Context: an optimization exercise on an open-source flow, tuned for small area, a short achievable clock period and few clock cycles. The choices shown serve that exercise and are no tape-out recipe. Function was checked by simulation only, so behaviour that the tests miss may differ from the original.

== alpha ==
==> flow/design.v <==
module tinputer_core (
    input  wire         clk,
    input  wire         rst,         
    input  wire         cmd_valid,
    output wire         cmd_ready,
    input  wire [1:0]   cmd_op,
    input  wire [15:0]  cmd_addr,
    input  wire [7:0]   cmd_wdata,
    output reg          rsp_valid,
    output reg          rsp_fault,
    output reg          rsp_kind,    
    output reg  [2:0]   rsp_phase,
    output reg          rsp_width,   
    output reg  [15:0]  rsp_addr,
    output reg  [7:0]   rsp_rdata,
    output wire [127:0] regs         
);
    localparam [2:0] PH_OPCODE  = 3'd0;
    localparam [2:0] PH_OPERAND = 3'd1;
    localparam [2:0] PH_LOAD    = 3'd2;
    localparam [2:0] PH_STORE   = 3'd3;
    localparam [2:0] PH_EXEC    = 3'd4;
    localparam [2:0] PH_HOST    = 3'd5;
    reg [15:0] x [0:7];
    reg [7:0] bank0 [0:63];
    reg [7:0] bank1 [0:63];
    reg [7:0] bank2 [0:63];
    reg [7:0] bank3 [0:63];
    reg [7:0] ib0, ib1, ib2, ib3;
    reg       ir_v;
    reg       rd_pend;
    reg [7:0] rd_addr;
    assign cmd_ready = ir_v & ~rd_pend;
    assign regs = {x[7], x[6], x[5], x[4], x[3], x[2], x[1], x[0]};
    wire [15:0] ip = x[0];
    wire [7:0]  ipl = ip[7:0];
    wire        ip_hi0 = (ip[15:8] == 8'd0);
    wire acc_cmd  = cmd_valid & cmd_ready;
    wire exec     = acc_cmd & (cmd_op == 2'b00);
    wire host_wr  = acc_cmd & (cmd_op == 2'b01);
    wire host_rd  = acc_cmd & cmd_op[1];
    wire host_in  = (cmd_addr[15:8] == 8'd0);
    wire op_add = (ib0 == 8'h10);
    wire op_and = (ib0 == 8'h11);
    wire op_or  = (ib0 == 8'h12);
    wire op_lit = (ib0 == 8'h13);
    wire op_ld  = (ib0 == 8'h14);
    wire op_st  = (ib0 == 8'h15);
    wire op_mov = (ib0 == 8'h16);
    wire op_alu = op_add | op_and | op_or;
    wire op_rr  = op_alu | op_mov;
    wire op_wr  = op_lit | op_ld;           
    wire op_4   = op_wr | op_st;
    wire [15:0] ip1 = {8'd0, ipl} + 16'd1;
    wire [15:0] ip2 = {8'd0, ipl} + 16'd2;
    wire [15:0] ip3 = {8'd0, ipl} + 16'd3;
    wire [15:0] ip4 = {8'd0, ipl} + 16'd4;
    wire [15:0] ipn = op_4 ? ip4 : op_rr ? ip3 : ip1;
    reg        ff;           
    reg        ff_w;
    reg [2:0]  ff_ph;
    reg [15:0] ff_addr;      
    always @(*) begin
        ff = 1'b0; ff_w = 1'b0; ff_ph = PH_OPERAND; ff_addr = ip1;
        if (!ip_hi0) begin
            ff = 1'b1; ff_ph = PH_OPCODE; ff_addr = ip;
        end else if (op_rr) begin
            if (ipl == 8'd255) begin
                ff = 1'b1; ff_addr = ip1;
            end else if (ipl == 8'd254) begin
                ff = 1'b1; ff_addr = ip2;
            end
        end else if (op_wr) begin
            if (ipl >= 8'd254) begin
                ff = 1'b1; ff_w = 1'b1; ff_addr = ip1;
            end else if (ipl == 8'd253) begin
                ff = 1'b1; ff_addr = ip3;
            end
        end else if (op_st) begin
            if (ipl == 8'd255) begin
                ff = 1'b1; ff_addr = ip1;
            end else if (ipl >= 8'd253) begin
                ff = 1'b1; ff_w = 1'b1; ff_addr = ip2;
            end
        end
    end
    wire       bad1 = (ib1[7:3] != 5'd0);
    wire       bad2 = (ib2[7:3] != 5'd0);
    wire       bad3 = (ib3[7:3] != 5'd0);
    reg        bf;
    reg [7:0]  bf_id;
    always @(*) begin
        bf = 1'b0; bf_id = ib1;
        if (op_rr) begin
            if (bad1) begin bf = 1'b1; bf_id = ib1; end
            else if (bad2) begin bf = 1'b1; bf_id = ib2; end
        end else if (op_wr) begin
            if (bad3) begin bf = 1'b1; bf_id = ib3; end
        end else if (op_st) begin
            if (bad1) begin bf = 1'b1; bf_id = ib1; end
        end
    end
    wire [15:0] ld_a  = {ib1, ib2};
    wire [15:0] st_a  = {ib2, ib3};
    wire        ld_oob = (ib1 != 8'd0) || (ib2 == 8'd255);
    wire        st_oob = (ib2 != 8'd0) || (ib3 == 8'd255);
    wire        df = (op_ld & ld_oob) | (op_st & st_oob);
    wire ok = ~ff & ~bf & ~df;
    wire [15:0] v1 = (ib1[2:0] == 3'd0) ? ipn : x[ib1[2:0]];
    wire [15:0] v2 = (ib2[2:0] == 3'd0) ? ipn : x[ib2[2:0]];
    reg [7:0] port_a;
    always @(*) begin
        if (rd_pend)
            port_a = rd_addr;
        else if (!ir_v)
            port_a = ipl;
        else if (op_ld || (op_lit && ib3 == 8'd0))
            port_a = ib2;
        else
            port_a = ipn[7:0];
    end
    wire [1:0] pa_lo = port_a[1:0];
    wire [63:0] hot0 = 64'd1 << port_a[7:2];
    wire [63:0] hot1 = {hot0[62:0], hot0[63]};
    wire [63:0] hs0 = (pa_lo > 2'd0) ? hot1 : hot0;
    wire [63:0] hs1 = (pa_lo > 2'd1) ? hot1 : hot0;
    wire [63:0] hs2 = (pa_lo > 2'd2) ? hot1 : hot0;
    reg  [7:0] bo0, bo1, bo2, bo3;
    integer r;
    always @(*) begin
        bo0 = 8'd0; bo1 = 8'd0; bo2 = 8'd0; bo3 = 8'd0;
        for (r = 0; r < 64; r = r + 1) begin
            bo0 = bo0 | (bank0[r] & {8{hs0[r]}});
            bo1 = bo1 | (bank1[r] & {8{hs1[r]}});
            bo2 = bo2 | (bank2[r] & {8{hs2[r]}});
            bo3 = bo3 | (bank3[r] & {8{hot0[r]}});
        end
    end
    reg  [7:0] w0, w1, w2, w3;
    always @(*) begin
        case (pa_lo)
            2'd0: begin w0 = bo0; w1 = bo1; w2 = bo2; w3 = bo3; end
            2'd1: begin w0 = bo1; w1 = bo2; w2 = bo3; w3 = bo0; end
            2'd2: begin w0 = bo2; w1 = bo3; w2 = bo0; w3 = bo1; end
            default: begin w0 = bo3; w1 = bo0; w2 = bo1; w3 = bo2; end
        endcase
    end
    reg  [2:0]  wd;
    reg  [15:0] wv;
    always @(*) begin
        if (op_alu) begin
            wd = 3'd1;
            wv = op_add ? v1 + v2 : op_and ? (v1 & v2) : (v1 | v2);
        end else if (op_mov) begin
            wd = ib2[2:0];
            wv = v1;
        end else if (op_lit) begin
            wd = ib3[2:0];
            wv = ld_a;
        end else begin
            wd = ib3[2:0];
            wv = {w0, w1};
        end
    end
    wire wr_reg = ok & (op_rr | op_wr);
    wire [15:0] ip_next = (wr_reg && wd == 3'd0) ? wv : ff ? ff_addr : ipn;
    wire        st_we = exec & op_st & ok;
    wire        hw_we = host_wr & host_in;
    wire [7:0]  st_a1 = ib3 + 8'd1;
    wire [7:0]  hw_a  = cmd_addr[7:0];
    reg  [3:0]  m_we;
    reg  [5:0]  m_row [0:3];
    reg  [7:0]  m_d   [0:3];
    integer b;
    always @(*) begin
        for (b = 0; b < 4; b = b + 1) begin
            if (cmd_op == 2'b00) begin
                m_we[b]  = st_we & ((ib3[1:0] == b) | (st_a1[1:0] == b));
                m_row[b] = (ib3[1:0] == b) ? ib3[7:2] : st_a1[7:2];
                m_d[b]   = (ib3[1:0] == b) ? v1[15:8] : v1[7:0];
            end else begin
                m_we[b]  = hw_we & (hw_a[1:0] == b);
                m_row[b] = hw_a[7:2];
                m_d[b]   = cmd_wdata;
            end
        end
    end
    always @(posedge clk) begin
        if (m_we[0]) bank0[m_row[0]] <= m_d[0];
        if (m_we[1]) bank1[m_row[1]] <= m_d[1];
        if (m_we[2]) bank2[m_row[2]] <= m_d[2];
        if (m_we[3]) bank3[m_row[3]] <= m_d[3];
    end
    wire [7:0] st_d = ib3 - ipn[7:0];
    wire       st_hits_fetch = (st_d <= 8'd3) || (st_d == 8'd255);
    integer i;
    always @(posedge clk) begin
        if (rst) begin
            for (i = 0; i < 8; i = i + 1)
                x[i] <= 16'd0;
            ir_v      <= 1'b0;
            rd_pend   <= 1'b0;
            rsp_valid <= 1'b0;
        end else begin
            rsp_valid <= 1'b0;
            if (!rd_pend && (!ir_v || exec)) begin
                ib0 <= w0; ib1 <= w1; ib2 <= w2; ib3 <= w3;
            end
            if (!rd_pend && !ir_v)
                ir_v <= 1'b1;
            else if (exec)
                ir_v <= ~(ff | op_ld | (op_mov & ib2[2:0] == 3'd0) |
                          (op_st & st_hits_fetch));
            else if (host_wr)
                ir_v <= 1'b0;
            if (exec) begin
                x[0] <= ip_next;
                if (wr_reg && wd != 3'd0)
                    x[wd] <= wv;
                rsp_valid <= 1'b1;
                rsp_fault <= ~ok;
                rsp_width <= 1'b0;
                rsp_kind  <= 1'b0;
                if (ff) begin
                    rsp_phase <= ff_ph;
                    rsp_width <= ff_w;
                    rsp_addr  <= ff_addr;
                end else if (bf) begin
                    rsp_kind  <= 1'b1;
                    rsp_phase <= PH_EXEC;
                    rsp_addr  <= {8'd0, bf_id};
                end else begin
                    rsp_phase <= op_ld ? PH_LOAD : PH_STORE;
                    rsp_width <= 1'b1;
                    rsp_addr  <= op_ld ? ld_a : st_a;
                end
            end
            if (host_wr || host_rd) begin
                rsp_kind  <= 1'b0;
                rsp_phase <= PH_HOST;
                rsp_width <= 1'b0;
                rsp_addr  <= cmd_addr;
                rsp_fault <= ~host_in;
                if (host_wr || !host_in)
                    rsp_valid <= 1'b1;
            end
            if (host_rd && host_in) begin
                rd_pend <= 1'b1;
                rd_addr <= cmd_addr[7:0];
            end
            if (rd_pend) begin
                rd_pend   <= 1'b0;
                rsp_valid <= 1'b1;
                rsp_fault <= 1'b0;
                rsp_rdata <= w0;
            end
        end
    end
endmodule
Settings: LEC_CHECK=0, ABC_AREA=1, CAP_MARGIN=20, CORE_MARGIN=2, CORE_UTILIZATION=25, CTS_BUF_LIST=sky130_fd_sc_hd__clkbuf_8, CTS_CLUSTER_DIAMETER=60, CTS_CLUSTER_SIZE=14, GPL_ROUTABILITY_DRIVEN=1, GPL_TIMING_DRIVEN=1, PLACE_DENSITY=0.4, SETUP_SLACK_MARGIN=5, SLEW_MARGIN=20; clock period 11.0 ns.
run.sh (not shown) runs the stock make flow with config.mk's settings and CLKGATE_MAP_FILE= SYNTH_SCRIPT=/design/flow/synth_recipe.tcl, a recipe that flattens the netlist after the stock synthesis.
alpha: done, clean on timing, DRC and antenna
Testbench counts of alpha, summed over its fixed seeds: cycles 9,328.
#### Input delta (beta over alpha)
diff --git a/flow/config.mk b/flow/config.mk
--- a/flow/config.mk
+++ b/flow/config.mk
@@ -9,11 +9,10 @@
 export CAP_MARGIN = 20
 export CORE_MARGIN = 2
-export CORE_UTILIZATION = 25
+export CORE_UTILIZATION = 20
 export CTS_BUF_LIST = sky130_fd_sc_hd__clkbuf_8
 export CTS_CLUSTER_DIAMETER = 60
 export CTS_CLUSTER_SIZE = 14
 export GPL_ROUTABILITY_DRIVEN = 1
-export GPL_TIMING_DRIVEN = 1
-export PLACE_DENSITY = 0.4
+export PLACE_DENSITY = 0.35
 export SETUP_SLACK_MARGIN = 5
 export SLEW_MARGIN = 20
Findings:
beta: PASS, flow complete, no timing, DRC or antenna violations. Multi-input gate share of total cell area in beta is 0.51 points below alpha. [compare] base=alpha new=beta: routed wire length moved up, global-route usage moved down.
Relative to beta, the following input files were edited for gamma:
diff --git a/flow/config.mk b/flow/config.mk
--- a/flow/config.mk
+++ b/flow/config.mk
@@ -9,10 +9,7 @@
 export CAP_MARGIN = 20
 export CORE_MARGIN = 2
-export CORE_UTILIZATION = 20
-export CTS_BUF_LIST = sky130_fd_sc_hd__clkbuf_8
-export CTS_CLUSTER_DIAMETER = 60
-export CTS_CLUSTER_SIZE = 14
+export CORE_UTILIZATION = 25
 export GPL_ROUTABILITY_DRIVEN = 1
-export PLACE_DENSITY = 0.35
+export PLACE_DENSITY = 0.4
 export SETUP_SLACK_MARGIN = 5
 export SLEW_MARGIN = 20
==> comparison <==
Sequential cell count across beta and gamma: no real change. Diff beta -> gamma: source-to-sink clock delay at the later pin of the worst-skew pair went down by 0.32 ns; overall die area went down by 20%.

-- static timing again, ports no longer ideal --
The results above use ideal ports. As a check the final layouts listed here were re-extracted and re-timed, cells and wires unchanged. Step 1 assumes that a clkbuf_16 drives the clock port and a buf_2 every other input. Step 2 times the ports against the registers' clock, not the clock port: input delays grow and output delays shrink by t, the midpoint of the rising clock arrivals with the driver on. Three values: no drivers, after step 1, after step 2; two values: the first two.
run | t (ns) | setup slack, ns | latest minus earliest clock arrival (ns) | worst data-port slew with drivers (ns)
alpha | 1.208 | 5.072 / 5.072 / 4.031 | 0.120 / 0.120 | 0.13
beta | 1.285 | 4.835 / 4.935 / 3.649 | 0.159 / 0.159 | 0.04
gamma | 1.000 | 5.042 / 5.042 / 4.165 | 0.080 / 0.080 | 0.13
After both steps every run listed still meets setup and hold. The setup slack of beta, which loses most, moves by +0.100 ns with the drivers and by -1.186 ns with both steps.
